This design comes from an exercise in tuning for small area on the open sky130 flow, not from production work. At most, simulation tests tie the RTL to the original design; equivalence was not proved. No functional check of the RTL was part of run 4. Power and IR drop assume default switching activity.

==> flow/design.v <==
module satadd16 (
    input  wire [15:0] a,
    input  wire [7:0]  b,
    output wire [15:0] s
);
    wire [15:0] bx = {{8{b[7]}}, b};
    wire [15:0] r;
    genvar k;
    generate
        for (k = 0; k < 16; k = k + 1) begin : bit_
            wire ci;
            wire co;
            if (k == 0) begin : first
                assign ci = 1'b0;
            end else begin : rest
                assign ci = bit_[k-1].co;
            end
            assign r[k] = a[k] ^ bx[k] ^ ci;
            assign co   = (a[k] & bx[k]) | (a[k] & ci) | (bx[k] & ci);
        end
    endgenerate
    wire pos_sat = !a[15] && !b[7] && r[15];
    wire neg_sat =  a[15] &&  b[7] && (!r[15] || r[14:0] == 15'd0);
    assign s = pos_sat ? 16'h7FFF : neg_sat ? 16'h8001 : r;
endmodule
module ps2_serial_core (
    input  wire        clk,
    input  wire        rst,           
    input  wire [1:0]  mode,          
    input  wire        two_stop,      
    input  wire        ps2_valid,
    input  wire        ps2_data,
    input  wire        bt_clk_en,
    input  wire        cmd_valid,
    input  wire [4:0]  cmd_op,
    input  wire [26:0] cmd_arg,
    output wire        cmd_ready,
    output reg         rsp_valid,
    output reg  [3:0]  rsp_code,
    output reg  [7:0]  rsp_data,
    output wire        txd,
    output reg  [15:0] rx_ovf,
    output reg  [15:0] tx_ovf
);
    localparam OP_RX_START    = 5'h02;
    localparam OP_RX_STOP     = 5'h03;
    localparam OP_RX_POLL     = 5'h04;
    localparam OP_RX_READ     = 5'h05;
    localparam OP_TX_INIT     = 5'h08;
    localparam OP_TX_TEARDOWN = 5'h09;
    localparam OP_TX_ENQUEUE  = 5'h0A;
    localparam OP_ENC_REPORT  = 5'h10;
    localparam OP_ENC_SEND    = 5'h11;
    localparam OP_ENC_RESET   = 5'h12;
    localparam R_OK         = 4'h0;
    localparam R_BYTE       = 4'h1;
    localparam R_EMPTY      = 4'h2;
    localparam R_TIMEOUT    = 4'h3;
    localparam R_DROPPED    = 4'h4;
    localparam R_NOTDUE     = 4'h6;
    localparam R_SUPPRESSED = 4'h7;
    localparam R_SENT       = 4'h8;
    localparam R_FAULT      = 4'h9;
    localparam R_REFUSED    = 4'hA;
    localparam MODE_TWO   = 2'd0;
    localparam MODE_WHEEL = 2'd2;
    function [16:0] inc16;
        input [15:0] a;
        input        ci;
        reg   [16:0] c;
        integer k;
        begin
            c[0] = ci;
            for (k = 0; k < 16; k = k + 1) begin
                inc16[k] = a[k] ^ c[k];
                c[k+1]   = a[k] & c[k];
            end
            inc16[16] = c[16];
        end
    endfunction
    function [16:0] dec16;
        input [15:0] a;
        input        ci;
        reg   [16:0] c;
        integer k;
        begin
            c[0] = ci;
            for (k = 0; k < 16; k = k + 1) begin
                dec16[k] = a[k] ^ c[k];
                c[k+1]   = ~a[k] & c[k];
            end
            dec16[16] = c[16];
        end
    endfunction
    reg        rx_armed;
    reg [9:0]  rx_sr;         
    reg        rx_par;        
    reg        tx_armed;
    reg [15:0] bt_compare;
    reg [15:0] bt_left;       
    reg [9:0]  tx_sr;         
    reg signed [15:0] acc_dx;
    reg signed [15:0] acc_dy;
    reg signed [15:0] acc_wheel;
    reg [2:0]  cur_buttons;
    reg [2:0]  last_buttons;
    reg [5:0]  due_lfsr;      
    reg        send_busy;
    reg        read_busy;
    reg [15:0] left;          
    reg [4:0]  rx_p;          
    reg [7:0]  rx_mem [0:15];
    reg [4:0]  tx_p;          
    reg [6:0]  tx_mem [0:15];
    wire busy = send_busy | read_busy;
    assign cmd_ready = !busy;
    wire accept = cmd_valid && !busy;
    wire is_op_rx_start  = accept && cmd_op == OP_RX_START;
    wire is_op_rx_stop   = accept && cmd_op == OP_RX_STOP;
    wire is_op_rx_poll   = accept && cmd_op == OP_RX_POLL;
    wire is_op_rx_read   = accept && cmd_op == OP_RX_READ;
    wire is_op_tx_init   = accept && cmd_op == OP_TX_INIT;
    wire is_op_tx_down   = accept && cmd_op == OP_TX_TEARDOWN;
    wire is_op_tx_enq    = accept && cmd_op == OP_TX_ENQUEUE;
    wire is_op_report    = accept && cmd_op == OP_ENC_REPORT;
    wire is_op_send      = accept && cmd_op == OP_ENC_SEND;
    wire is_op_enc_reset = accept && cmd_op == OP_ENC_RESET;
    wire rx_start_ok = is_op_rx_start && !rx_armed;
    wire tx_init_ok  = is_op_tx_init  && !tx_armed;
    wire [16:0] left_dec = dec16(left, busy);
    wire last_step = (left == 16'd1);
    wire bt_step  = tx_armed && bt_clk_en;
    wire [16:0] bt_dec = dec16(bt_left, bt_step);
    wire tick     = bt_dec[16];                      
    wire tx_idle  = (tx_sr[9:1] == 9'd0);           
    wire tx_empty = tx_p[4];
    wire tx_pop   = tick && tx_idle && !tx_empty;
    wire [6:0] tx_rd = tx_mem[tx_p[3:0]];
    always @(posedge clk) begin
        if (tx_init_ok) begin
            bt_compare <= cmd_arg[15:0];
            bt_left    <= cmd_arg[15:0];
        end else begin
            bt_left    <= tick ? bt_compare : bt_dec[15:0];
        end
    end
    always @(posedge clk) begin
        if (rst) begin
            tx_armed <= 1'b0;
            tx_sr    <= 10'd1;
        end else if (tx_init_ok || is_op_tx_down) begin
            tx_armed <= tx_init_ok;
            tx_sr    <= 10'd1;
        end else if (tick) begin
            if (!tx_idle)
                tx_sr <= {1'b0, tx_sr[9:1]};
            else if (!tx_empty)
                tx_sr <= {two_stop, 1'b1, tx_rd, 1'b0};
        end
    end
    assign txd = tx_sr[0];
    wire       two_btn  = (mode == MODE_TWO);
    wire       wheel    = (mode == MODE_WHEEL);
    wire [5:0] due_seed = two_btn ? (two_stop ? 6'b001110 : 6'b110010)
                                  : (two_stop ? 6'b100111 : 6'b111010);
    wire       due_end  = (due_lfsr == 6'b111111);
    wire       due      = due_end || (due_lfsr == 6'b011111 && tick);
    wire       moving   = (acc_dx != 0) || (acc_dy != 0) || (wheel && acc_wheel != 0);
    wire       send_go  = is_op_send && due && (moving || cur_buttons != last_buttons);
    wire       send_end = send_busy && last_step;
    always @(posedge clk) begin
        if (rst || send_go || is_op_enc_reset)
            due_lfsr <= due_seed;
        else if (tick && !due_end)
            due_lfsr <= {due_lfsr[4:0], due_lfsr[5] ^ due_lfsr[4]};
    end
    wire [7:0] add_dx    = is_op_report ? cmd_arg[23:16] : 8'd0;
    wire [7:0] add_dy    = is_op_report ? cmd_arg[15:8]  : 8'd0;
    wire [7:0] add_wheel = is_op_report ? cmd_arg[7:0]   : 8'd0;
    wire       acc_clear = rst || is_op_enc_reset || send_end;
    wire [15:0] sum_dx, sum_dy, sum_wheel;
    satadd16 u_add_dx    (.a(acc_dx),    .b(add_dx),    .s(sum_dx));
    satadd16 u_add_dy    (.a(acc_dy),    .b(add_dy),    .s(sum_dy));
    satadd16 u_add_wheel (.a(acc_wheel), .b(add_wheel), .s(sum_wheel));
    always @(posedge clk) begin
        if (acc_clear) begin
            acc_dx    <= 16'sd0;
            acc_dy    <= 16'sd0;
            acc_wheel <= 16'sd0;
        end else begin
            acc_dx    <= sum_dx;
            acc_dy    <= sum_dy;
            acc_wheel <= sum_wheel;
        end
    end
    always @(posedge clk) begin
        if (rst || is_op_enc_reset) begin
            cur_buttons  <= 3'b000;
            last_buttons <= 3'b000;
        end else if (is_op_report) begin
            cur_buttons  <= cmd_arg[26:24];
        end else if (send_go) begin
            last_buttons <= cur_buttons;
        end
    end
    wire       dx_hi = !acc_dx[15] && (acc_dx[14:7] != 8'h00);
    wire       dx_lo =  acc_dx[15] && !(acc_dx[14:7] == 8'hFF && acc_dx[6:0] != 7'd0);
    wire [7:0] dx8   = dx_hi ? 8'h7F : dx_lo ? 8'h81 : acc_dx[7:0];
    wire       dy_hi = !acc_dy[15] && (acc_dy[14:7] != 8'h00);
    wire       dy_lo =  acc_dy[15] && !(acc_dy[14:7] == 8'hFF && acc_dy[6:0] != 7'd0);
    wire [7:0] dy_n  = ~acc_dy[7:0] + 1'b1;
    wire [7:0] dy8   = dy_hi ? 8'h81 : dy_lo ? 8'h7F : dy_n;
    wire [6:0] b0  = {1'b1, cur_buttons[0], cur_buttons[1], dy8[7:6], dx8[7:6]};
    wire [6:0] b1  = {1'b0, dx8[5:0]};
    wire [6:0] b2  = {1'b0, dy8[5:0]};
    wire [6:0] b3  = wheel ? {2'b00, cur_buttons[2], acc_wheel[3:0]}
                           : {1'b0, cur_buttons[2], 5'b00000};
    reg [6:0] pkt_byte;
    always @(*) begin
        case ({two_btn, left[1:0]})
            3'b000:  pkt_byte = b0;
            3'b011:  pkt_byte = b1;
            3'b010:  pkt_byte = b2;
            3'b001:  pkt_byte = b3;
            3'b111:  pkt_byte = b0;
            3'b110:  pkt_byte = b1;
            default: pkt_byte = b2;
        endcase
    end
    wire       tx_clear = tx_init_ok || is_op_tx_down;
    wire       tx_push  = is_op_tx_enq || send_busy;
    wire [6:0] tx_wdata = send_busy ? pkt_byte : cmd_arg[6:0];
    wire       tx_full  = !tx_clear && !tx_pop && (tx_p == 5'd15);
    wire       tx_push_ok = tx_push && !tx_full;
    integer i;
    always @(posedge clk) begin
        if (rst)
            tx_p <= 5'd31;
        else if (tx_clear)
            tx_p <= tx_push ? 5'd0 : 5'd31;
        else
            tx_p <= tx_p + tx_push_ok - tx_pop;
    end
    always @(posedge clk) begin
        if (tx_push_ok) begin
            tx_mem[0] <= tx_wdata;
            for (i = 1; i < 16; i = i + 1)
                tx_mem[i] <= tx_mem[i-1];
        end
    end
    wire [16:0] tx_ovf_inc = inc16(tx_ovf, tx_push && tx_full && (tx_ovf != 16'hFFFF));
    always @(posedge clk) begin
        if (rst)
            tx_ovf <= 16'h0000;
        else
            tx_ovf <= tx_ovf_inc[15:0];
    end
    wire       rx_armed_a = rx_start_ok ? 1'b1 : is_op_rx_stop ? 1'b0 : rx_armed;
    wire [9:0] rx_sr_a    = rx_start_ok ? 10'd0 : rx_sr;
    wire       rx_par_a   = rx_start_ok ? 1'b0 : rx_par;
    wire       edge_step  = ps2_valid && rx_armed_a;
    wire       at_await   = (rx_sr_a == 10'd0);
    wire       at_stop    = rx_sr_a[0];
    wire       rx_push    = edge_step && at_stop && ps2_data && rx_par_a;
    always @(posedge clk) begin
        if (rst)
            rx_armed <= 1'b0;
        else
            rx_armed <= rx_armed_a;
    end
    always @(posedge clk) begin
        rx_sr  <= rx_sr_a;
        rx_par <= rx_par_a;
        if (edge_step) begin
            if (at_await) begin
                if (!ps2_data)
                    rx_sr <= 10'b10_0000_0000;
            end else if (at_stop) begin
                rx_sr  <= 10'd0;
                rx_par <= 1'b0;
            end else begin
                rx_sr  <= {ps2_data, rx_sr_a[9:1]};
                rx_par <= rx_par_a ^ ps2_data;
            end
        end
    end
    wire       rx_empty = rx_p[4];
    wire [7:0] rx_rd    = rx_mem[rx_p[3:0]];
    wire       rx_pop   = (is_op_rx_poll || is_op_rx_read || read_busy) && !rx_empty;
    wire       rx_full  = !rx_start_ok && !rx_pop && (rx_p == 5'd15);
    wire       rx_push_ok = rx_push && !rx_full;
    always @(posedge clk) begin
        if (rst)
            rx_p <= 5'd31;
        else if (rx_start_ok)
            rx_p <= rx_push ? 5'd0 : 5'd31;
        else
            rx_p <= rx_p + rx_push_ok - rx_pop;
    end
    always @(posedge clk) begin
        if (rx_push_ok) begin
            rx_mem[0] <= rx_sr_a[8:1];
            for (i = 1; i < 16; i = i + 1)
                rx_mem[i] <= rx_mem[i-1];
        end
    end
    wire [16:0] rx_ovf_inc = inc16(rx_ovf, rx_push && rx_full && (rx_ovf != 16'hFFFF));
    always @(posedge clk) begin
        if (rst)
            rx_ovf <= 16'h0000;
        else
            rx_ovf <= rx_ovf_inc[15:0];
    end
    wire rsp_now = send_end || (read_busy && (!rx_empty || last_step)) ||
                   (accept && !((is_op_rx_read && rx_empty && cmd_arg[15:0] != 16'd0) ||
                                send_go));
    always @(posedge clk) begin
        if (rst) begin
            send_busy <= 1'b0;
            read_busy <= 1'b0;
            rsp_valid <= 1'b0;
        end else begin
            rsp_valid <= rsp_now;
            if (send_busy) begin
                if (last_step)
                    send_busy <= 1'b0;
            end else if (read_busy) begin
                if (!rx_empty || last_step)
                    read_busy <= 1'b0;
            end else begin
                if (is_op_rx_read && rx_empty && cmd_arg[15:0] != 16'd0)
                    read_busy <= 1'b1;
                if (send_go)
                    send_busy <= 1'b1;
            end
        end
    end
    always @(posedge clk) begin
        if (is_op_rx_read)
            left <= cmd_arg[15:0];
        else if (is_op_send)
            left <= two_btn ? 16'd3 : 16'd4;
        else
            left <= left_dec[15:0];
    end
    always @(posedge clk) begin
        if (send_busy) begin
            rsp_data[2:0] <= rsp_data[2:0] + tx_push_ok;
            rsp_code      <= R_SENT;
        end else if (read_busy) begin
            rsp_code <= rx_empty ? R_TIMEOUT : R_BYTE;
            rsp_data <= rx_empty ? 8'd0 : rx_rd;
        end else begin
            rsp_data <= 8'd0;
            case (cmd_op)
                OP_RX_START:
                    rsp_code <= rx_armed ? R_FAULT : R_OK;
                OP_RX_STOP:
                    rsp_code <= R_OK;
                OP_RX_POLL, OP_RX_READ: begin
                    rsp_code <= rx_empty ? (cmd_op[0] ? R_TIMEOUT : R_EMPTY) : R_BYTE;
                    rsp_data <= rx_empty ? 8'd0 : rx_rd;
                end
                OP_TX_INIT:
                    rsp_code <= tx_armed ? R_FAULT : R_OK;
                OP_TX_TEARDOWN:
                    rsp_code <= R_OK;
                OP_TX_ENQUEUE:
                    rsp_code <= tx_push_ok ? R_OK : R_DROPPED;
                OP_ENC_REPORT:
                    rsp_code <= R_OK;
                OP_ENC_SEND:
                    rsp_code <= !due ? R_NOTDUE : R_SUPPRESSED;
                OP_ENC_RESET:
                    rsp_code <= R_OK;
                default:
                    rsp_code <= R_REFUSED;
            endcase
        end
    end
endmodule
==> flow/flow/run.sh <==
#!/bin/bash
# Standard ORFS layout (the standard.sh, unchanged synthesis, floorplan,
# power grid and routing) with two layout choices changed:
#   - CTS: larger sink clusters, no dummy loads
#   - port buffers: the smallest buffer cell
# Each tool's full output stays in the ORFS logs folder (orfs/logs/...);
# make's own output goes to make_finish.log here.
set -uo pipefail
bash standard.sh \
  "CTS_ARGS=-sink_clustering_enable -repair_clock_nets -dont_use_dummy_load -buf_list sky130_fd_sc_hd__clkbuf_8 -sink_clustering_size 20 -sink_clustering_max_diameter 50" \
  "BUFFER_PORTS_ARGS=-buffer_cell sky130_fd_sc_hd__buf_1" \
  finish > make_finish.log 2>&1
==> flow/standard.sh <==
#!/bin/bash
# synth_recipe.tcl (not shown) runs the flow's synth.tcl, then flattens the netlist and writes it again
# the make line also repeats each setting of config.mk as NAME=value (left out here)
make -C /OpenROAD-flow-scripts/flow DESIGN_CONFIG=/design/flow/config.mk WORK_HOME=/design/flow/orfs CLKGATE_MAP_FILE= SYNTH_SCRIPT=/design/flow/synth_recipe.tcl "${@:-finish}"
==> flow/config.mk <==
export PLATFORM = sky130hd
export DESIGN_NAME = ps2_serial_core
export DESIGN_NICKNAME = ps2_serial_core
export VERILOG_FILES = /design/flow/design.v
export SDC_FILE = /design/flow/constraint.sdc
export NUM_CORES = 4
export LEC_CHECK = 0
export CAP_MARGIN = 10
export CORE_MARGIN = 2
export CORE_UTILIZATION = 70
export PLACE_DENSITY = 0.8
export SLEW_MARGIN = 10
==> flow/constraint.sdc <==
create_clock -name core_clock -period 10.0 [get_ports {clk}]
set_input_delay 2.0000 -clock core_clock [delete_from_list [all_inputs] [get_ports {clk}]]
set_output_delay 2.0000 -clock core_clock [all_outputs]
set_load 0.01 [all_outputs]
==> notes.md, run 1 <==
status - no timing/DRC/antenna violations
total chip power - 3.21 mW
Buffers & Inverters on Critical Path - 3
Reg2Reg Capture Point - acc_wheel[9]
drt drc - 0
Area Overhead vs Synth - 6.11%
Worst-Skew Late Latency - 580 ps
final wirelength - 39,900 um
number of enable flip-flop cells after synthesis - 267
die area - 0.0285 sq mm
critical path class - in2reg
global-route wire length before repair - 63,200 um
ys flop type - edfxtp_1
Slew Viols, Final - 0
placed cells - 1,942
antenna violations before repair - 1
crit share post-route - 94.8%
top-area cell type share of the netlist area - 42.2%
Antenna Nets Post-Route - 0
layout cells sized above 1 - 6.30%
final hold slack - 436 ps
Synth warnings - 3
synth top area cells - edfxtp_1 (42%), dfxtp_1 (17%), ha_1 (6.2%)
worst endpoint data arrival time - 9860 ps
crit path max fanout - 15
vias post-DR - 12,781
FMAX - 105 MHz
Final Hold Viols - 0
WL per Instance - 20.2 um
Async S/R FF share, synth - 0%
Final min period - 9480 ps
Mean Syn Cell Area - 12.2 sq um
Overflow after GRT - 0
Max Cap Viol - 0
Critical Path RT - 10,380 ps
final net count - 1,817
Slew @ Worst Pin - 1120 ps
Critical Path End - acc_wheel[9]
htree depth - 2
R2R Path Start - send_busy
# hold bufs at CTS - 0
total CTS buffers - 35
iteration-0 DRC count of the detailed router - 1,511
worst reg2reg path depth - 27
CP top delay family - adder cells
Crit path top cell by count - fa_1
Fillers - 1,764
Post-Syn Area - 0.0190 sq mm
Slowest cell on crit path - fa_1
pwr dens - 159 mW/mm^2
worst vdd ir - 0.000125 V
Core Util, Final - 75.3%
CTS sink cnt - 428
Slowest Stage Delay on Critical Path - 490 ps
Cell variety after synth - 73
vias per cell - 6.46
RSZ-0062 raised after global routing - false
root buf cell - clkbuf_8
Post-Syn Instances - 1,563
Critical Path Start - cmd_op[2]
Levels on crit path - 28
buffers added on ports - 87
core area - 0.0268 sq mm
Seq/Total Area, Yosys - 59.1%
synthesized flop and latch total - 428
hold crit path type - reg2reg
post-cts sizing count - 0
placed instance area - 0.0197 sq mm
dpl hpwl - 27,300 um
I/O Pins - 88
vias in the first global route - 12,222
syn_nets - 1,742
die height - 169 um
Final Setup Violations - 0
Clock transition at path regs - 110 ps
R2R Setup Slk - 1170 ps
largest area contributor in the netlist - edfxtp_1
Crit. End Element - register
Pleak - 7.83 nW
# rows - 60
final antenna diode count - 0
Die Span X - 169 um
postcts setup bufs - 0
Final GP Congestion - 0.922
fin area - 0.0202 sq mm
Final Non-Filler Cells - 1,977
clk_skew - 55.2 ps
pin count of the biggest net entering global routing - 64
Pre-Repair DR Iteration Count - 9
Max Root-Sink Buffers - 3
Total Routing Usage GR - 28.0%
Critical Path Start Type - input pin
Slew HR - 25.2%
initial cell density of the core - 70.9%
CTS tree - built
[synthesized netlist by cell type (18+ instances only)]
master	number
and2_1	29
mux2i_1	18
nor4_1	27
o21ai_0	78
nor2b_1	38
nand4_1	23
a222oi_1	18
clkbuf_1	67
nand3_1	35
dfxtp_1	161
nand2_1	144
fa_1	44
nor2_1	83
a22o_1	22
a21oi_1	103
edfxtp_1	267
a22oi_1	30
ha_1	94
inv_1	67
a221oi_1	18
[sequential cells by signal, summed over array words and instances, names as in the netlist, 4 cells and up]
name / flops
tx_mem: 112
rx_ovf: 16
rx_mem: 128
tx_p: 5
tx_sr: 10
due_lfsr: 6
bt_left: 16
rx_p: 5
acc_dx: 16
acc_dy: 16
rsp_data: 8
left: 16
acc_wheel: 16
rsp_code: 4
rx_sr: 10
bt_compare: 16
tx_ovf: 16
[worst min path at each step]
stage | from | to | slack [ps] | cells after the start
2_1_floorplan | tx_mem[2][5] | tx_mem[3][5] | 420 | 0
3_3_place_gp | rx_mem[3][0] | rx_mem[4][0] | 430 | 0
3_5_place_dp | tx_mem[6][0] | tx_mem[7][0] | 430 | 0
4_1_cts | rx_mem[1][0] | rx_mem[2][0] | 420 | 0
5_1_grt | rx_mem[4][3] | rx_mem[5][3] | 450 | 0
6_report | rx_mem[1][0] | rx_mem[2][0] | 440 | 0
[where the power goes]
| group | leakage, nW | internal, mW | switching [mW] |
|---|---|---|---|
| Sequential | 3.77 | 1.92 | 0.0441 |
| Clock | 0.252 | 0.315 | 0.513 |
| Combinational | 3.81 | 0.163 | 0.250 |
[cells by family after synthesis]
logic type,after synthesis,share of synthesized area [%]
AND/OR/NAND/NOR,449,11.7
flip-flops,428,59.1
AO/OA/AOI/OAI,339,11.7
buffers and inverters,147,2.99
adder cells (fa/ha/maj),138,10.8
multiplexers,37,2.53
XOR/XNOR,25,1.15
[routing by layer]
layer,track usage [%],vias to the layer above,wire [um]
met1,40.3,6242,16700
li1,-,5883,-
met3,4.79,91,3420
met4,8.47,2,1030
met2,44.4,563,18700
met5,0,-,12
[cells in the final DEF, fill, tap and decap left out, types with 8 or more instances in the layout]
| cell type | n |
|---|---|
| clkbuf_8 | 35 |
| nand2_1 | 144 |
| buf_1 | 86 |
| a31oi_1 | 9 |
| xnor2_1 | 16 |
| a222oi_1 | 18 |
| a211oi_1 | 8 |
| inv_1 | 67 |
| mux2i_1 | 18 |
| a22oi_1 | 30 |
| nor4_1 | 27 |
| nand4_1 | 23 |
| edfxtp_1 | 267 |
| nor3_1 | 15 |
| nand3_1 | 35 |
| or2_2 | 10 |
| nand2b_1 | 13 |
| mux2_2 | 10 |
| xor2_1 | 9 |
| a22o_1 | 22 |
| and2_1 | 29 |
| nor2b_1 | 37 |
| a221oi_1 | 18 |
| o21ai_0 | 78 |
| buf_4 | 29 |
| a21oi_1 | 103 |
| ha_1 | 94 |
| dfxtp_1 | 161 |
| fa_1 | 44 |
| nor2_1 | 82 |
[metrics by stage]
step                TNS (ps)  setup slack (ps)
detailed placement      -493             -63.8
global placement           0               220
global route               0              77.7
finish                     0               517
floorplan                  0               212
CTS                        0               525
[cell type report]
class	instances	area [sq um]	share of cell area, %
clock buffer	35	482	2.39
inverter	69	259	1.28
multi-input combinational	988	7220	35.8
sequential	428	11200	55.7
tap	341	427	2.12
timing repair buffer	116	546	2.70
==> run 2, diff against run 1 <==
--- a/flow/flow/run.sh
+++ b/flow/flow/run.sh
@@ -8,5 +8,5 @@
 set -uo pipefail
 bash standard.sh \
-  "CTS_ARGS=-sink_clustering_enable -repair_clock_nets -dont_use_dummy_load -buf_list sky130_fd_sc_hd__clkbuf_8 -sink_clustering_size 20 -sink_clustering_max_diameter 50" \
+  "CTS_ARGS=-sink_clustering_enable -repair_clock_nets -dont_use_dummy_load -buf_list sky130_fd_sc_hd__clkbuf_4 -sink_clustering_size 10 -sink_clustering_max_diameter 40" \
   "BUFFER_PORTS_ARGS=-buffer_cell sky130_fd_sc_hd__buf_1" \
   finish > make_finish.log 2>&1
--- a/flow/config.mk
+++ b/flow/config.mk
@@ -6,7 +6,7 @@
 export NUM_CORES = 4
 export LEC_CHECK = 0
-export CAP_MARGIN = 10
+export CAP_MARGIN = 20
 export CORE_MARGIN = 2
 export CORE_UTILIZATION = 70
 export PLACE_DENSITY = 0.8
-export SLEW_MARGIN = 10
+export SLEW_MARGIN = 20
==> notes.md, run 2 <==
clk_skew - 39.8 ps
Antenna Nets Post-Route - 0
placed instance area - 0.0197 sq mm
leading cell type in the layout, fill and taps excluded - edfxtp_1
RSZ-0062 raised after global routing - false
Max Root-Sink Buffers - 3
Final min period - 9350 ps
count leader, synth - edfxtp_1
commonest cells after routing, fill and taps aside - edfxtp_1 (267), dfxtp_1 (161), nand2_1 (144)
Slew @ Worst Pin - 1050 ps
total CTS buffers - 52
fin area - 0.0201 sq mm
Crit. End Element - register
core area - 0.0268 sq mm
top-area cell type share of the netlist area - 42.2%
Max Cap Viol - 0
ys flop type - edfxtp_1
Slowest Stage Delay on Critical Path - 490 ps
root buf cell - clkbuf_4
setup total negative slack - 0 ps
Critical Path Start - cmd_op[2]
total chip power - 3.14 mW
Critical Path RT - 10,540 ps
compound-cell area share of the yosys netlist - 11.7%
final wirelength - 39,900 um
synthesized flop and latch total - 428
post-cts sizing count - 0
Pleak - 7.82 nW
Commonest cells post-synth - edfxtp_1 (267), dfxtp_1 (161), nand2_1 (144), a21oi_1 (103), ha_1 (94)
dpl hpwl - 27,300 um
Setup WS pre-CTS - -63.8 ps
R2R Setup Slk - 1120 ps
Worst-Skew Late Latency - 720 ps
worst endpoint data arrival time - 9890 ps
antenna violations before repair - 2
global-route wire length before repair - 63,600 um
Post-Synth Adder-Cell Area - 10.8%
final net count - 1,834
largest area contributor in the netlist - edfxtp_1
Critical Path Start Type - input pin
Overflow after GRT - 0
R2R Path Start - send_busy
Worst Min Path Start - rx_mem[1][1]
Fillers - 1,808
status - no timing/DRC/antenna violations
synth top area cells - edfxtp_1 (42%), dfxtp_1 (17%), ha_1 (6.2%)
die height - 169 um
Post-Syn Instances - 1,563
Post-Syn Area - 0.0190 sq mm
vias per cell - 6.44
biggest registers after layout - rx_mem x128, tx_mem x112
pin count of the biggest net entering global routing - 64
Core Util, Final - 75.0%
syn_nets - 1,742
vias post-DR - 12,851
hold crit path type - reg2reg
Slew HR - 29.8%
layout cells sized above 1 - 7.32%
iteration-0 DRC count of the detailed router - 1,406
WL per Instance - 20.0 um
I/O Pins - 88
vias in the first global route - 12,387
Seq/Total Area, Yosys - 59.1%
crit share post-route - 93.5%
max reg flops - 128
final hold slack - 421 ps
Biggest register - rx_mem
Crit path top cell by count - fa_1
placed cells - 1,942
# rows - 60
Cell variety after synth - 73
post-synthesis mux area share - 2.53%
critical path class - in2reg
drt drc - 0
Pre-Repair DR Iteration Count - 6
Worst Slack Setup Final - 647 ps
crit path max fanout - 15
Mean Syn Cell Area - 12.2 sq um
initial cell density of the core - 70.9%
Total Routing Usage GR - 28.2%
CTS sink cnt - 428
main combinational cell family by area after synthesis - compound AO/OA/AOI/OAI gates
die area - 0.0285 sq mm
postcts setup bufs - 0
Final GP Congestion - 0.922
xor-xnor portion of the synthesized cell area - 1.15%
Post-Synth Simple-Gate Area - 11.7%
htree depth - 2
Area Overhead vs Synth - 5.67%
Synth warnings - 3
Final Non-Filler Cells - 1,996
number of enable flip-flop cells after synthesis - 267
buffers added on ports - 87
Final Setup Violations - 0
worst vdd ir - 0.0000986 V
Slowest cell on crit path - fa_1
pwr dens - 156 mW/mm^2
Clock transition at path regs - 110 ps
# hold bufs at CTS - 0
FMAX - 107 MHz
Slew Viols, Final - 0
CTS tree - built
Die Span X - 169 um
Final Hold Viols - 0
Async S/R FF share, synth - 0%
run 2: cell counts after synthesis:
No cell type changed its count.
run 2: cells by family after synthesis:
| group | Yosys count |
|---|---|
| simple gates | 449 |
| flops | 428 |
| compound gates | 339 |
| buf+inv | 147 |
| fa+ha+maj | 138 |
| mux | 37 |
| xor+xnor | 25 |
run 2: final cells by class:
cell class	count	area, sq um	area share, %
Tap cell	341	427	2.12
Timing Repair Buffer	116	546	2.72
Inverter	69	259	1.29
Multi-Input combinational cell	988	7220	35.9
Sequential cell	428	11200	56.0
Clock buffer	52	390	1.94
Antenna cell	2	5.00	0.0249
run 2: layer usage:
metal  global-route usage (%)  share of wire (%)  routed length, um
met1                     40.1                 42              16800
met2                     44.4                 46              18500
met5                        0              0.030                 12
met3                     5.52                8.7               3460
met4                     8.96                2.9               1140
run 2: critical path: cells and delay by family:
| family | cells | cell delay [ps] |
|---|---|---|
| simple gates | 8 | 1360 |
| buf+inv | 3 | 320 |
| fa+ha+maj | 15 | 5970 |
| compound gates | 2 | 240 |
run 2: worst paths after layout:
| check | end | cells after the start |
|---|---|---|
| max reg2reg | acc_wheel[4] | 27 |
| max | acc_wheel[4] | 28 |
| min | rx_mem[2][1] | 0 |
| min reg2reg | rx_mem[2][1] | 0 |
run 2: where the power goes:
group	switching, mW	internal, mW
logic	0.250	0.163
registers	0.0448	1.92
clock network	0.526	0.238
==> run 3, diff against run 2 <==
--- a/flow/flow/run.sh
+++ b/flow/flow/run.sh
@@ -2,5 +2,5 @@
 # Standard ORFS layout (the standard.sh, unchanged synthesis, floorplan,
 # power grid and routing) with two layout choices changed:
-#   - CTS: larger sink clusters, no dummy loads
+#   - CTS: small clock buffers in sink clusters of up to 10, no dummy loads
 #   - port buffers: the smallest buffer cell
 # Each tool's full output stays in the ORFS logs folder (orfs/logs/...);
==> notes.md, run 3 <==
status - no timing/DRC/antenna violations
die height - 169 um
dpl hpwl - 27,300 um
Seq/Total Area, Yosys - 59.1%
Synth warnings - 3
Final min period - 9350 ps
ys flop type - edfxtp_1
CTS sink cnt - 428
Async S/R FF share, synth - 0%
Overflow after GRT - 0
RSZ-0062 raised after global routing - false
vias in the first global route - 12,387
hold crit path type - reg2reg
number of enable flip-flop cells after synthesis - 267
main combinational cell family by area after synthesis - compound AO/OA/AOI/OAI gates
vias post-DR - 12,851
Critical Path Start - cmd_op[2]
Worst Min Path Start - rx_mem[1][1]
Final Setup Violations - 0
drt drc - 0
Die Span X - 169 um
die area - 0.0285 sq mm
Slew Viols, Final - 0
Post-Synth Simple-Gate Area - 11.7%
Max Cap Viol - 0
xor-xnor portion of the synthesized cell area - 1.15%
synth top area cells - edfxtp_1 (42%), dfxtp_1 (17%), ha_1 (6.2%)
footprint of the multi-input gates - 0.00722 sq mm
Area Overhead vs Synth - 5.67%
Biggest register - rx_mem
Switch Pwr - 0.821 mW
# rows - 60
Final Hold Viols - 0
clk_skew - 39.8 ps
Sw Ratio - 26.1%
# hold bufs at CTS - 0
Total Routing Usage GR - 28.2%
leading cell type in the layout, fill and taps excluded - edfxtp_1
biggest registers after layout - rx_mem x128, tx_mem x112
initial cell density of the core - 70.9%
cell internal pwr - 2.32 mW
Post-Synth Adder-Cell Area - 10.8%
commonest cells after routing, fill and taps aside - edfxtp_1 (267), dfxtp_1 (161), nand2_1 (144)
Worst-Skew Late Latency - 720 ps
Logic pwr share - 13.1%
Commonest cells post-synth - edfxtp_1 (267), dfxtp_1 (161), nand2_1 (144), a21oi_1 (103), ha_1 (94)
global-route wire length before repair - 63,600 um
buffers added on ports - 87
compound-cell area share of the yosys netlist - 11.7%
worst vdd ir - 0.0000986 V
final net count - 1,834
Pre-Repair DR Iteration Count - 6
final hold slack - 421 ps
Final GP Congestion - 0.922
iteration-0 DRC count of the detailed router - 1,406
max reg flops - 128
FMAX - 107 MHz
Setup WS pre-CTS - -63.8 ps
Slew @ Worst Pin - 1050 ps
Final Non-Filler Cells - 1,996
htree depth - 2
CTS tree - built
postcts setup bufs - 0
syn_nets - 1,742
Worst Slack Setup Final - 647 ps
synthesized flop and latch total - 428
largest area contributor in the netlist - edfxtp_1
WL per Instance - 20.0 um
I/O Pins - 88
layout cells sized above 1 - 7.32%
Critical Path RT - 10,540 ps
clock network fraction of total power - 24.3%
top-area cell type share of the netlist area - 42.2%
total CTS buffers - 52
R2R Path Start - send_busy
Post-Syn Area - 0.0190 sq mm
core area - 0.0268 sq mm
antenna violations before repair - 2
Core Util, Final - 75.0%
Seq pwr share - 62.5%
pwr dens - 156 mW/mm^2
crit share post-route - 93.5%
Pleak - 7.82 nW
Slew HR - 29.8%
pin count of the biggest net entering global routing - 64
count leader, synth - edfxtp_1
post-cts sizing count - 0
worst endpoint data arrival time - 9890 ps
root buf cell - clkbuf_4
Cell variety after synth - 73
Max Root-Sink Buffers - 3
final wirelength - 39,900 um
placed cells - 1,942
Fillers - 1,808
FF/Latch Area - 0.0112 sq mm
Mean Syn Cell Area - 12.2 sq um
Critical Path Start Type - input pin
crit path max fanout - 15
Crit. End Element - register
Post-Syn Instances - 1,563
vias per cell - 6.44
Clock transition at path regs - 110 ps
Antenna Nets Post-Route - 0
post-synthesis mux area share - 2.53%
critical path class - in2reg
[run 3: cell counts after synthesis]
Identical to the previous run, type by type.
[run 3: through the flow]
stage / total power, mW / area [sq um] / TNS (ps)
floorplan: 2.29 / 19000 / 0
global placement: 2.39 / 19700 / 0
detailed placement: 2.41 / 19700 / -493
CTS: 3.15 / 20100 / 0
global route: 3.27 / 20100 / 0
finish: 3.14 / 20100 / 0
[run 3: worst paths after layout]
check        cells after the start  slack (ps)           end
max                             28         650  acc_wheel[4]
min                              0         420  rx_mem[2][1]
max reg2reg                     27        1120  acc_wheel[4]
min reg2reg                      0         420  rx_mem[2][1]
[run 3: power by group through the flow]
| stage | sequential [mW] | clock (mW) | combinational (mW) |
|---|---|---|---|
| 6_report | 1.97 | 0.765 | 0.412 |
| 5_1_grt | 1.97 | 0.840 | 0.460 |
| 4_1_cts | 1.97 | 0.780 | 0.407 |
| 3_5_place_dp | 2.01 | 0 | 0.405 |
| 3_3_place_gp | 2.00 | 0 | 0.390 |
| 2_1_floorplan | 1.99 | 0 | 0.293 |
[run 3: per-layer routing]
metal  track usage (%)  wire (um)
met1              40.1      16800
met2              44.4      18500
met3              5.52       3460
met4              8.96       1140
met5                 0         12
[run 3: cell type report]
type	instances	share of cell area, %
multi-input combinational	988	35.9
tap	341	2.12
sequential	428	56.0
timing repair buffer	116	2.72
clock buffer	52	1.94
antenna	2	0.0249
inverter	69	1.29
[run 3: critical path, cell delays in order]
cell,delay [ps]
buf_1,190
nor2_1,100
nand3_1,100
nor2_1,130
and2_1,200
ha_1,190
fa_1,390
inv_1,80
fa_1,170
inv_1,50
fa_1,410
fa_1,430
fa_1,440
fa_1,430
fa_1,430
fa_1,430
fa_1,430
fa_1,430
fa_1,440
fa_1,430
fa_1,430
fa_1,490
nor4_1,240
nand2_1,70
o21ai_0,160
nand2_1,320
nand2_1,200
a21oi_1,80
[run 3: logic make-up after synthesis]
logic type / after synthesis
AND/OR/NAND/NOR: 449
flip-flops: 428
AO/OA/AOI/OAI: 339
buffers and inverters: 147
adder cells (fa/ha/maj): 138
multiplexers: 37
XOR/XNOR: 25
==> run 4, diff against run 3 <==
--- a/flow/design.v
+++ b/flow/design.v
@@ -1,8 +1,11 @@
-module satadd16 (
+module satadd16 #(
+    parameter SUB = 0
+) (
     input  wire [15:0] a,
     input  wire [7:0]  b,
     output wire [15:0] s
 );
-    wire [15:0] bx = {{8{b[7]}}, b};
+    wire [15:0] bs = {{8{b[7]}}, b};
+    wire [15:0] bx = SUB ? ~bs : bs;       
     wire [15:0] r;
     genvar k;
@@ -12,5 +15,5 @@
             wire co;
             if (k == 0) begin : first
-                assign ci = 1'b0;
+                assign ci = SUB ? 1'b1 : 1'b0;
             end else begin : rest
                 assign ci = bit_[k-1].co;
@@ -20,6 +23,6 @@
         end
     endgenerate
-    wire pos_sat = !a[15] && !b[7] && r[15];
-    wire neg_sat =  a[15] &&  b[7] && (!r[15] || r[14:0] == 15'd0);
+    wire pos_sat = !a[15] && (SUB ? b[7] : !b[7]) && r[15];
+    wire neg_sat =  a[15] && (SUB ? !b[7] : b[7]) && (!r[15] || r[14:0] == 15'd0);
     assign s = pos_sat ? 16'h7FFF : neg_sat ? 16'h8001 : r;
 endmodule
@@ -101,5 +104,5 @@
     reg [9:0]  tx_sr;         
     reg signed [15:0] acc_dx;
-    reg signed [15:0] acc_dy;
+    reg signed [15:0] acc_ndy;       
     reg signed [15:0] acc_wheel;
     reg [2:0]  cur_buttons;
@@ -166,5 +169,5 @@
     wire       due_end  = (due_lfsr == 6'b111111);
     wire       due      = due_end || (due_lfsr == 6'b011111 && tick);
-    wire       moving   = (acc_dx != 0) || (acc_dy != 0) || (wheel && acc_wheel != 0);
+    wire       moving   = (acc_dx != 0) || (acc_ndy != 0) || (wheel && acc_wheel != 0);
     wire       send_go  = is_op_send && due && (moving || cur_buttons != last_buttons);
     wire       send_end = send_busy && last_step;
@@ -181,14 +184,14 @@
     wire [15:0] sum_dx, sum_dy, sum_wheel;
     satadd16 u_add_dx    (.a(acc_dx),    .b(add_dx),    .s(sum_dx));
-    satadd16 u_add_dy    (.a(acc_dy),    .b(add_dy),    .s(sum_dy));
+    satadd16 #(.SUB(1)) u_sub_dy (.a(acc_ndy), .b(add_dy), .s(sum_dy));
     satadd16 u_add_wheel (.a(acc_wheel), .b(add_wheel), .s(sum_wheel));
     always @(posedge clk) begin
         if (acc_clear) begin
             acc_dx    <= 16'sd0;
-            acc_dy    <= 16'sd0;
+            acc_ndy   <= 16'sd0;
             acc_wheel <= 16'sd0;
         end else begin
             acc_dx    <= sum_dx;
-            acc_dy    <= sum_dy;
+            acc_ndy   <= sum_dy;
             acc_wheel <= sum_wheel;
         end
@@ -207,8 +210,7 @@
     wire       dx_lo =  acc_dx[15] && !(acc_dx[14:7] == 8'hFF && acc_dx[6:0] != 7'd0);
     wire [7:0] dx8   = dx_hi ? 8'h7F : dx_lo ? 8'h81 : acc_dx[7:0];
-    wire       dy_hi = !acc_dy[15] && (acc_dy[14:7] != 8'h00);
-    wire       dy_lo =  acc_dy[15] && !(acc_dy[14:7] == 8'hFF && acc_dy[6:0] != 7'd0);
-    wire [7:0] dy_n  = ~acc_dy[7:0] + 1'b1;
-    wire [7:0] dy8   = dy_hi ? 8'h81 : dy_lo ? 8'h7F : dy_n;
+    wire       dy_hi = !acc_ndy[15] && (acc_ndy[14:7] != 8'h00);
+    wire       dy_lo =  acc_ndy[15] && !(acc_ndy[14:7] == 8'hFF && acc_ndy[6:0] != 7'd0);
+    wire [7:0] dy8   = dy_hi ? 8'h7F : dy_lo ? 8'h81 : acc_ndy[7:0];
     wire [6:0] b0  = {1'b1, cur_buttons[0], cur_buttons[1], dy8[7:6], dx8[7:6]};
     wire [6:0] b1  = {1'b0, dx8[5:0]};
==> notes.md, run 4 <==
largest area contributor in the netlist - edfxtp_1
ys flop type - edfxtp_1
synth top area cells - edfxtp_1 (42%), dfxtp_1 (17%), ha_1 (5.9%)
clock network fraction of total power - 23.9%
critical path class - in2reg
footprint of the multi-input gates - 0.00734 sq mm
hold depth - 0
Final Hold Viols - 0
vias per cell - 6.27
worst vdd ir - 0.000109 V
Async S/R FF share, synth - 0%
top-area cell type share of the netlist area - 41.5%
Antenna Nets Post-Route - 0
worst endpoint data arrival time - 9920 ps
postcts setup bufs - 0
Reg2Reg Capture Point - acc_dx[2]
iteration-0 DRC count of the detailed router - 1,305
pin count of the biggest net entering global routing - 82
Fillers - 1,817
Seq/Total Area, Yosys - 58.2%
vias post-DR - 12,932
Seq pwr share - 61.4%
placed cells - 2,009
final net count - 1,898
Hold Path Sink - rx_mem[2][6]
CTS tree - built
Critical Path Start Type - input pin
worst reg2reg path depth - 27
FMAX - 106 MHz
max reg flops - 128
biggest registers after layout - rx_mem x128, tx_mem x112
final wirelength - 39,900 um
die height - 170 um
Area Overhead vs Synth - 5.36%
# rows - 60
Crit. End Element - register
Final Setup Violations - 0
Critical Path RT - 10,520 ps
synthesized flop and latch total - 428
initial cell density of the core - 71.5%
count leader, synth - edfxtp_1
WL per Instance - 19.4 um
layout cells sized above 1 - 8.90%
post-cts sizing count - 0
Final min period - 9400 ps
Biggest register - rx_mem
drt drc - 0
status - no timing/DRC/antenna violations
cell internal pwr - 2.35 mW
htree depth - 2
Sw Ratio - 26.9%
Slew Viols, Final - 0
I/O Pins - 88
clk_skew - 83.9 ps
Max Cap Viol - 0
syn_nets - 1,812
pwr dens - 158 mW/mm^2
hold crit path type - reg2reg
Logic pwr share - 14.7%
Pleak - 7.80 nW
Final GP Congestion - 0.888
Total Routing Usage GR - 28.4%
FF/Latch Area - 0.0112 sq mm
die area - 0.0289 sq mm
crit path max fanout - 15
Mean Syn Cell Area - 11.8 sq um
Overflow after GRT - 0
Die Span X - 170 um
Slew HR - 26.5%
Clock transition at path regs - 110 ps
core area - 0.0270 sq mm
RSZ-0062 raised after global routing - false
Post-Syn Instances - 1,636
Cell variety after synth - 76
# hold bufs at CTS - 0
antenna violations before repair - 1
Core Util, Final - 75.3%
crit share post-route - 94.0%
Worst Min Path Start - rx_mem[1][6]
Commonest cells post-synth - edfxtp_1 (267), dfxtp_1 (161), nand2_1 (144), nor2_1 (109)
CTS sink cnt - 428
R2R Path Start - send_busy
buffers added on ports - 87
vias in the first global route - 12,835
dpl hpwl - 27,000 um
Post-Syn Area - 0.0193 sq mm
R2R Setup Slk - 1070 ps
Pre-Repair DR Iteration Count - 5
Max Root-Sink Buffers - 3
Synth warnings - 3
Final Non-Filler Cells - 2,062
global-route wire length before repair - 65,300 um
Switch Pwr - 0.868 mW
number of enable flip-flop cells after synthesis - 267
commonest cells after routing, fill and taps aside - edfxtp_1 (267), dfxtp_1 (161), nand2_1 (144)
total CTS buffers - 52
Worst-Skew Late Latency - 720 ps
Slew @ Worst Pin - 1100 ps
root buf cell - clkbuf_4
leading cell type in the layout, fill and taps excluded - edfxtp_1
run 4: cell type report:
class	instances	share of cell area [%]
inverter	99	1.84
multi-input combinational	1023	36.1
clock buffer	52	1.92
timing repair buffer	118	2.82
tap	341	2.10
sequential	428	55.2
antenna	1	0.0123
run 4: through the flow:
| stage | worst slack [ps] | power (mW) | TNS [ps] | hold WS (ps) | area, sq um |
|---|---|---|---|---|---|
| 6_report | 602 | 3.22 | 0 | 445 | 20400 |
| 5_1_grt | 202 | 3.37 | 0 | 460 | 20400 |
| 4_1_cts | 612 | 3.23 | 0 | 453 | 20300 |
| 3_5_place_dp | -76.5 | 2.48 | -921 | 434 | 20000 |
| 3_3_place_gp | 128 | 2.46 | 0 | 419 | 20000 |
| 2_1_floorplan | 81.7 | 2.35 | 0 | 418 | 19300 |
run 4: how the worst max path moves through the flow:
stage / start / slack [ps] / depth (start not counted) / end
after CTS: cmd_op[4] / 610 / 28 / acc_dx[2]
final: cmd_op[4] / 600 / 28 / acc_dx[2]
after detailed placement: cmd_op[4] / -80 / 28 / acc_dx[11]
after global placement: cmd_op[4] / 130 / 28 / acc_dx[2]
after global routing: cmd_op[4] / 200 / 28 / acc_dx[6]
after floorplan: cmd_op[4] / 80 / 29 / acc_ndy[10]
run 4: cells by family (layout without fill, tap and decap cells):
family                     count (synthesis)  after routing  synth area share (%)
and+or+nand+nor                          477            477                  12.4
DFF                                      428            428                  58.2
AOI/OAI and AO/OA                        347            347                  11.3
buffers and inverters                    185            269                  3.84
adders and majority gates                136            136                  10.5
muxes                                     43             43                  2.82
xor gates and xnor gates                  20             20                 0.907
other                                      0              1                     0
run 4: power groups by stage:
stage | clock network, mW | registers [mW] | logic [mW]
after floorplan | 0 | 2.00 | 0.355
after CTS | 0.782 | 1.98 | 0.472
after global routing | 0.850 | 1.98 | 0.534
final | 0.769 | 1.98 | 0.475
after global placement | 0 | 2.01 | 0.452
after detailed placement | 0 | 2.02 | 0.469
run 4: critical path: stages:
cell and delay, ps:
buf_1 80, nor3b_2 160, and3_1 290, buf_12 200, and2_1 150, ha_1 190
fa_1 390, inv_1 80, fa_1 170, inv_1 60, fa_1 410, fa_1 430
fa_1 430, fa_1 420, fa_1 430, fa_1 430, fa_1 430, fa_1 420
fa_1 440, fa_1 430, fa_1 450, fa_1 500, nor3_1 150, nand4_1 110
nand2_1 100, nand2_1 300, nand2b_1 180, a21oi_1 80
run 4: metal layers:
layer  track usage (%)  wire, um  vias to the layer above
met1              41.1     17600                     6252
li1                  -         -                     6085
met5                 0         0                        -
met3              4.95      2840                      102
met2              43.9     18300                      493
met4              9.92      1160                        0
==> run 5, diff against run 4 <==
--- a/flow/design.v
+++ b/flow/design.v
@@ -96,4 +96,5 @@
         end
     endfunction
+    integer    i;
     reg        rx_armed;
     reg [9:0]  rx_sr;         
@@ -139,5 +140,10 @@
     wire tx_empty = tx_p[4];
     wire tx_pop   = tick && tx_idle && !tx_empty;
-    wire [6:0] tx_rd = tx_mem[tx_p[3:0]];
+    reg  [6:0] tx_rd;
+    always @(*) begin
+        tx_rd = 7'd0;
+        for (i = 0; i < 16; i = i + 1)
+            tx_rd = tx_rd | (tx_mem[i] & {7{tx_p[3:0] == i}});
+    end
     always @(posedge clk) begin
         if (tx_init_ok) begin
@@ -235,5 +241,4 @@
     wire       tx_full  = !tx_clear && !tx_pop && (tx_p == 5'd15);
     wire       tx_push_ok = tx_push && !tx_full;
-    integer i;
     always @(posedge clk) begin
         if (rst)
@@ -288,5 +293,10 @@
     end
     wire       rx_empty = rx_p[4];
-    wire [7:0] rx_rd    = rx_mem[rx_p[3:0]];
+    reg  [7:0] rx_rd;
+    always @(*) begin
+        rx_rd = 8'd0;
+        for (i = 0; i < 16; i = i + 1)
+            rx_rd = rx_rd | (rx_mem[i] & {8{rx_p[3:0] == i}});
+    end
     wire       rx_pop   = (is_op_rx_poll || is_op_rx_read || read_busy) && !rx_empty;
     wire       rx_full  = !rx_start_ok && !rx_pop && (rx_p == 5'd15);
==> flow/flow/run.sh (replaced) <==
#!/bin/bash
# Standard ORFS layout (the standard.sh: its synthesis script, floorplan,
# power grid, placement and routing) with these choices changed:
#   - synthesis: synth_recipe.tcl, but abc maps the logic with flow/area.abc,
#     an area-recovery script (registers are mapped before abc, unchanged)
#   - CTS: small clock buffers in sink clusters of up to 10, no dummy loads
#   - port buffers: the smallest buffer cell
# Each step's full tool output is in orfs/logs/sky130hd/ps2_serial_core/base/*.log and
# is copied next to this flow's own make log (make_finish.log) when done.
set -uo pipefail
export FLOW_WORK_DIR="$PWD"
export AREA_ABC_SCRIPT="$PWD/flow/area.abc"
bash standard.sh \
  "SYNTH_SCRIPT=$PWD/flow/area_synth.tcl" \
  "CTS_ARGS=-sink_clustering_enable -repair_clock_nets -dont_use_dummy_load -buf_list sky130_fd_sc_hd__clkbuf_4 -sink_clustering_size 10 -sink_clustering_max_diameter 40" \
  "BUFFER_PORTS_ARGS=-buffer_cell sky130_fd_sc_hd__buf_1" \
  finish > make_finish.log 2>&1
status=$?
for f in orfs/logs/sky130hd/ps2_serial_core/base/*.log; do
  [[ -f "$f" ]] && cp "$f" "log_$(basename "$f")"
done
exit $status
==> flow/flow/area.abc (new file) <==
&get -n
&st
&dch -f
&nf -R 1000
&put
mfs2
strash
&get -n
&dch -f
&nf -R 1000
&put
mfs2
strash
&get -n
&dch -f
&nf -R 1000
&put
==> flow/flow/area_synth.tcl (new file) <==
# The standard synthesis script (synth_recipe.tcl, sourced unchanged),
# with one difference: the combinational mapping call to abc uses the
# area-recovery script flow/area.abc instead of ORFS's abc_speed.script.
# Flip-flop mapping (dfflibmap) happens before abc and is not affected, so
# the registers, their names and cell types are those of the standard run.
proc abc {args} {
  set i [lsearch -exact $args -script]
  if {$i >= 0} {
    lset args [expr {$i + 1}] $::env(AREA_ABC_SCRIPT)
    puts "area_synth.tcl: abc with script $::env(AREA_ABC_SCRIPT)"
  }
  yosys abc {*}$args
}
source $::env(FLOW_WORK_DIR)/synth_recipe.tcl
==> notes.md, run 5 <==
crit share post-route - 92.9%
status - no timing/DRC/antenna violations
RSZ-0062 raised after global routing - false
Post-Syn Area - 0.0180 sq mm
Commonest cells post-synth - edfxtp_1 (267), dfxtp_1 (161), nand2_1 (139), o21ai_0 (103), clkinv_1 (95)
Area Overhead vs Synth - 7.60%
placed cells - 1,867
gr busiest metal - met2
CTS sink cnt - 428
top-area cell type share of the netlist area - 44.6%
crit path max fanout - 14
number of enable flip-flop cells after synthesis - 267
layout cells sized above 1 - 5.35%
buffers added on ports - 87
Max Cap Viol - 0
Final min period - 9290 ps
Slew @ Worst Pin - 993 ps
placed instance area - 0.0190 sq mm
Worst Slack Setup Final - 712 ps
Slew HR - 32.9%
Synth warnings - 3
Fillers - 1,609
Seq/Total Area, Yosys - 62.5%
post-cts sizing count - 0
synthesized flop and latch total - 428
Sw Ratio - 25.2%
WL per Instance - 20.0 um
core area - 0.0252 sq mm
biggest registers after layout - rx_mem x128, tx_mem x112
clk_skew - 58.9 ps
Final Setup Violations - 0
grt met1 use - 42.1%
die area - 0.0270 sq mm
M2 GR Usage - 44.6%
root buf cell - clkbuf_4
Async S/R FF share, synth - 0%
antenna violations before repair - 1
Die Span X - 164 um
vias in the first global route - 11,779
fin area - 0.0194 sq mm
Final Non-Filler Cells - 1,920
pwr dens - 158 mW/mm^2
die height - 164 um
clock network fraction of total power - 24.8%
Switch Pwr - 0.773 mW
Antenna Nets Post-Route - 0
Overflow after GRT - 0
htree depth - 2
CTS tree - built
GRT met3 Usage - 5.51%
Slowest Stage Delay on Critical Path - 530 ps
Setup WS pre-CTS - -21.0 ps
hold crit path type - reg2reg
setup total negative slack - 0 ps
Logic pwr share - 11.2%
syn_nets - 1,598
worst vdd ir - 0.000107 V
initial cell density of the core - 71.5%
max reg flops - 128
largest area contributor in the netlist - edfxtp_1
Worst-Skew Late Latency - 720 ps
final net count - 1,767
Crit path top cell by count - fa_1
vias per cell - 6.39
Critical Path Start Type - input pin
commonest cells after routing, fill and taps aside - edfxtp_1 (267), dfxtp_1 (161), nand2_1 (139)
count leader, synth - edfxtp_1
global-route wire length before repair - 60,800 um
postcts setup bufs - 0
Biggest register - rx_mem
final wirelength - 38,400 um
Crit. End Element - register
dpl hpwl - 27,700 um
synth top area cells - edfxtp_1 (45%), dfxtp_1 (18%), ha_1 (6.3%)
Slew Viols, Final - 0
Pleak - 7.04 nW
worst endpoint data arrival time - 9860 ps
Final Hold Viols - 0
Clock transition at path regs - 100 ps
Cell variety after synth - 45
cell internal pwr - 2.29 mW
Final GP Congestion - 0.882
FMAX - 108 MHz
Critical Path RT - 10,580 ps
drt drc - 0
Core Util, Final - 76.9%
leading cell type in the layout, fill and taps excluded - edfxtp_1
total CTS buffers - 52
ys flop type - edfxtp_1
critical path class - in2reg
Pre-Repair DR Iteration Count - 8
Max Root-Sink Buffers - 3
iteration-0 DRC count of the detailed router - 1,620
Total Routing Usage GR - 29.0%
Post-Syn Instances - 1,422
Slowest cell on crit path - fa_1
pin count of the biggest net entering global routing - 72
Seq pwr share - 64.1%
I/O Pins - 88
Mean Syn Cell Area - 12.7 sq um
# hold bufs at CTS - 0
vias post-DR - 12,262
# rows - 58
-- run 5: cell families after synthesis --
kind of cell / share of synthesized area [%]
buffers and inverters: 1.98
adder cells (fa/ha/maj): 11.2
AO/OA/AOI/OAI: 11.5
XOR/XNOR: 0.730
AND/OR/NAND/NOR: 12.0
flip-flops: 62.5
multiplexers: 0.125
-- run 5: critical path: cells and delay by family --
family	cells	cell delay, ps
AOI/OAI and AO/OA	2	260
adders and majority gates	15	5990
buffers and inverters	5	580
and+or+nand+nor	7	1030
-- run 5: area by class of cell --
cell class,instances,area (sq um),area share (%)
Sequential cell,428,11200,58.1
Tap cell,330,413,2.13
Inverter,95,362,1.87
Timing Repair Buffer,115,546,2.82
Antenna cell,1,2.50,0.0129
Multi-Input combinational cell,899,6410,33.1
Clock buffer,52,390,2.02
-- run 5: per-stage QoR --
| step | hold slack (ps) | power [mW] |
|---|---|---|
| final | 408 | 3.07 |
| after detailed placement | 434 | 2.34 |
| after floorplan | 425 | 2.23 |
| after CTS | 415 | 3.08 |
| after global placement | 427 | 2.32 |
| after global routing | 418 | 3.19 |
-- run 5: final timing paths --
check | slack (ps) | depth (start not counted) | start | to
worst min-delay path | 410 | 0 | rx_mem[1][3] | rx_mem[2][3]
worst max register to register | 1460 | 29 | read_busy | acc_ndy[7]
worst max-delay path | 710 | 29 | cmd_op[3] | acc_ndy[7]
worst min register to register | 410 | 0 | rx_mem[1][3] | rx_mem[2][3]
-- run 5: power by group through the flow --
stage / Clock [mW] / Combinational, mW / Sequential, mW
floorplan: 0 / 0.232 / 1.99
global placement: 0 / 0.320 / 2.00
detailed placement: 0 / 0.337 / 2.00
CTS: 0.775 / 0.339 / 1.96
global route: 0.839 / 0.382 / 1.97
finish: 0.760 / 0.342 / 1.96
-- run 5: routing by layer --
metal	vias up	routed length, um
met4	0	1040
met2	594	17800
met1	5872	16300
li1	5707	-
met5	-	0
met3	89	3300
==> run 6, diff against run 5 <==
--- a/flow/design.v
+++ b/flow/design.v
@@ -96,4 +96,21 @@
         end
     endfunction
+    function [4:0] updn5;
+        input [4:0] a;
+        input       up;
+        input       dn;
+        reg   [5:0] c;
+        reg   [5:0] d;
+        integer k;
+        begin
+            c[0] = up;
+            d[0] = dn;
+            for (k = 0; k < 5; k = k + 1) begin
+                updn5[k] = a[k] ^ (c[k] | d[k]);
+                c[k+1]   = a[k] & c[k];
+                d[k+1]   = ~a[k] & d[k];
+            end
+        end
+    endfunction
     integer    i;
     reg        rx_armed;
@@ -247,5 +264,5 @@
             tx_p <= tx_push ? 5'd0 : 5'd31;
         else
-            tx_p <= tx_p + tx_push_ok - tx_pop;
+            tx_p <= updn5(tx_p, tx_push_ok && !tx_pop, tx_pop && !tx_push_ok);
     end
     always @(posedge clk) begin
@@ -308,5 +325,5 @@
             rx_p <= rx_push ? 5'd0 : 5'd31;
         else
-            rx_p <= rx_p + rx_push_ok - rx_pop;
+            rx_p <= updn5(rx_p, rx_push_ok && !rx_pop, rx_pop && !rx_push_ok);
     end
     always @(posedge clk) begin
==> notes.md, run 6 <==
buffers added on ports - 87
Post-Syn Area - 0.0179 sq mm
Overflow after GRT - 0
WL per Instance - 20.3 um
Die Span X - 164 um
Mean Syn Cell Area - 12.6 sq um
Max Cap Viol - 0
post-cts sizing count - 0
post-synthesis mux area share - 0.413%
Levels on crit path - 26
pin count of the biggest net entering global routing - 95
Max Root-Sink Buffers - 3
postcts setup bufs - 0
Slew Viols, Final - 0
leading cell type in the layout, fill and taps excluded - edfxtp_1
crit share post-route - 97.6%
Final GP Congestion - 0.923
main combinational cell family by area after synthesis - simple AND/OR/NAND/NOR gates
RSZ-0062 raised after global routing - false
Critical Path Start Type - input pin
placed cells - 1,880
final hold slack - 436 ps
biggest registers after layout - rx_mem x128, tx_mem x112
syn_nets - 1,583
hold crit path type - reg2reg
Final Non-Filler Cells - 1,934
number of enable flip-flop cells after synthesis - 267
Final Hold Viols - 0
Biggest register - rx_mem
commonest cells after routing, fill and taps aside - edfxtp_1 (267), dfxtp_1 (161), nand2_1 (139)
Slew @ Worst Pin - 1090 ps
count leader, synth - edfxtp_1
Worst Slack Setup Final - 242 ps
Final Setup Violations - 0
Synth warnings - 3
Cell variety after synth - 49
global-route wire length before repair - 62,600 um
total CTS buffers - 53
CP top delay family - adder cells
Crit path top cell by count - fa_1
Clock transition at path regs - 100 ps
Worst-Skew Late Latency - 670 ps
Async S/R FF share, synth - 0%
Crit. End Element - register
iteration-0 DRC count of the detailed router - 1,482
CTS sink cnt - 428
layout cells sized above 1 - 6.80%
Final min period - 9760 ps
root buf cell - clkbuf_4
vias post-DR - 12,361
pwr dens - 153 mW/mm^2
Setup WS pre-CTS - -424 ps
synthesized flop and latch total - 428
vias per cell - 6.39
FMAX - 102 MHz
worst reg2reg path depth - 27
critical path class - in2reg
Seq/Total Area, Yosys - 63.0%
Core Util, Final - 77.2%
fin area - 0.0194 sq mm
I/O Pins - 88
total chip power - 2.96 mW
core area - 0.0251 sq mm
xor-xnor portion of the synthesized cell area - 0.981%
drt drc - 0
synth top area cells - edfxtp_1 (45%), dfxtp_1 (18%), ha_1 (5.5%)
Buffers & Inverters on Critical Path - 2
clk_skew - 66.0 ps
die area - 0.0268 sq mm
htree depth - 2
# hold bufs at CTS - 0
Post-Synth Simple-Gate Area - 12.5%
worst vdd ir - 0.000121 V
placed instance area - 0.0190 sq mm
Slew HR - 27.0%
ys flop type - edfxtp_1
Critical Path RT - 10,540 ps
Pleak - 7.09 nW
Commonest cells post-synth - edfxtp_1 (267), dfxtp_1 (161), nand2_1 (141), nor2_1 (95), a21oi_1 (91)
Post-Syn Instances - 1,421
CTS tree - built
setup total negative slack - 0 ps
# rows - 58
final net count - 1,767
Antenna Nets Post-Route - 0
Post-Synth Adder-Cell Area - 10.2%
max reg flops - 128
initial cell density of the core - 71.1%
dpl hpwl - 28,100 um
final wirelength - 39,300 um
Slowest Stage Delay on Critical Path - 570 ps
Slowest cell on crit path - or4_1
antenna violations before repair - 1
top-area cell type share of the netlist area - 44.9%
status - no timing/DRC/antenna violations
compound-cell area share of the yosys netlist - 11.3%
crit path max fanout - 13
die height - 164 um
worst endpoint data arrival time - 10,300 ps
Area Overhead vs Synth - 8.57%
hold depth - 0
vias in the first global route - 12,096
largest area contributor in the netlist - edfxtp_1
Pre-Repair DR Iteration Count - 7
Total Routing Usage GR - 30.0%
## run 6: cell types whose count changed in the layout (fill, tap and decap cells not counted), sizes merged, moves of 8 or more
cell,delta
nor3,+8
nand2b,+10
clkinv,-17
and3,-8
and2,-24
a21oi,+20
nor2,+27
ha,-12
nand3,+8
a22oi,-12
o21ai,-15
buf,+14
## run 6: final cells by class
type | instances | area (sq um)
repair buffers | 129 | 659
well taps | 330 | 413
diodes | 1 | 2.50
inverters | 78 | 298
clock buffers | 53 | 398
multi-input cells | 915 | 6370
fillers | 1619 | 5720
flip-flops and latches | 428 | 11200
## run 6: logic make-up after synthesis
kind of cell,Yosys count
AOI/OAI and AO/OA,311
buffers and inverters,78
adders and majority gates,121
DFF,428
muxes,7
xor gates and xnor gates,20
and+or+nand+nor,456
## run 6: worst reg2reg max path, stage by stage (launching register included)
cell	delay [ps]
dfxtp_1	310
buf_4	270
nor2_1	190
and2_0	230
nand2_2	110
nor2_4	50
and2_0	160
ha_1	200
fa_1	440
fa_1	430
fa_1	440
fa_1	430
fa_1	420
fa_1	450
fa_1	450
fa_1	430
fa_1	440
fa_1	420
fa_1	430
fa_1	420
fa_1	420
fa_1	540
nand3_1	80
or4_1	570
a21boi_4	200
buf_12	140
o21ai_0	90
and3_1	220
## run 6: metal layers
metal	share of wire (%)	vias up	routed length (um)	track usage (%)
met4	3.4	0	1320	10.8
li1	-	5728	-	-
met2	47	616	18500	47.6
met5	0	-	0	0
met1	41	5922	16000	41.7
met3	8.7	95	3420	6.21
## run 6: path summary, 6_finish.rpt
path | start | endpoint | slack [ps]
setup reg to reg | send_busy | acc_ndy[3] | 910
setup / recovery | cmd_valid | acc_ndy[3] | 240
hold / removal | rx_mem[3][2] | rx_mem[4][2] | 440
hold reg to reg | rx_mem[3][2] | rx_mem[4][2] | 440
## run 6: where the power goes
part	total [mW]	switching (mW)	internal [mW]	leakage [nW]
combinational	0.255	0.153	0.102	3.15
sequential	1.95	0.0361	1.91	3.70
clock	0.759	0.516	0.243	0.244
total	2.96	0.705	2.25	7.09

re-timing with driven ports:
The results above use ideal ports. As a check the final layouts listed here were re-extracted and re-timed, cells and wires unchanged.
Step 1: set_driving_cell puts a clkbuf_16 on clk and a buf_2 on each other input, an assumption about the parent block.
Step 2, shift: input delay + t, output delay - t, t = (earliest + latest rising clock arrival at the registers) / 2. This alone moves slack from input paths to output paths.
Three values: ideal, step 1, step 2; two values: the first two.
run | shift t [ns] | setup WS [ns] | worst setup path after step 2 | slew at the worst register clock pin (ns) | worst data-port slew with drivers (ns)
run 1 | 0.594 | 0.517 / 0.503 / -0.091 | input to register | 0.12 / 0.12 | 0.07
run 2 | 0.748 | 0.647 / 0.640 / -0.109 | input to register | 0.11 / 0.11 | 0.06
run 3 | 0.748 | 0.647 / 0.640 / -0.109 | input to register | 0.11 / 0.11 | 0.06
run 4 | 0.728 | 0.602 / 0.626 / -0.102 | input to register | 0.12 / 0.12 | 0.06
run 5 | 0.734 | 0.712 / 0.737 / 0.003 | input to register | 0.11 / 0.11 | 0.07
run 6 | 0.696 | 0.242 / 0.265 / -0.431 | input to register | 0.11 / 0.11 | 0.07
Met with ideal ports but missed after step 2: setup timing in 5 of these runs.
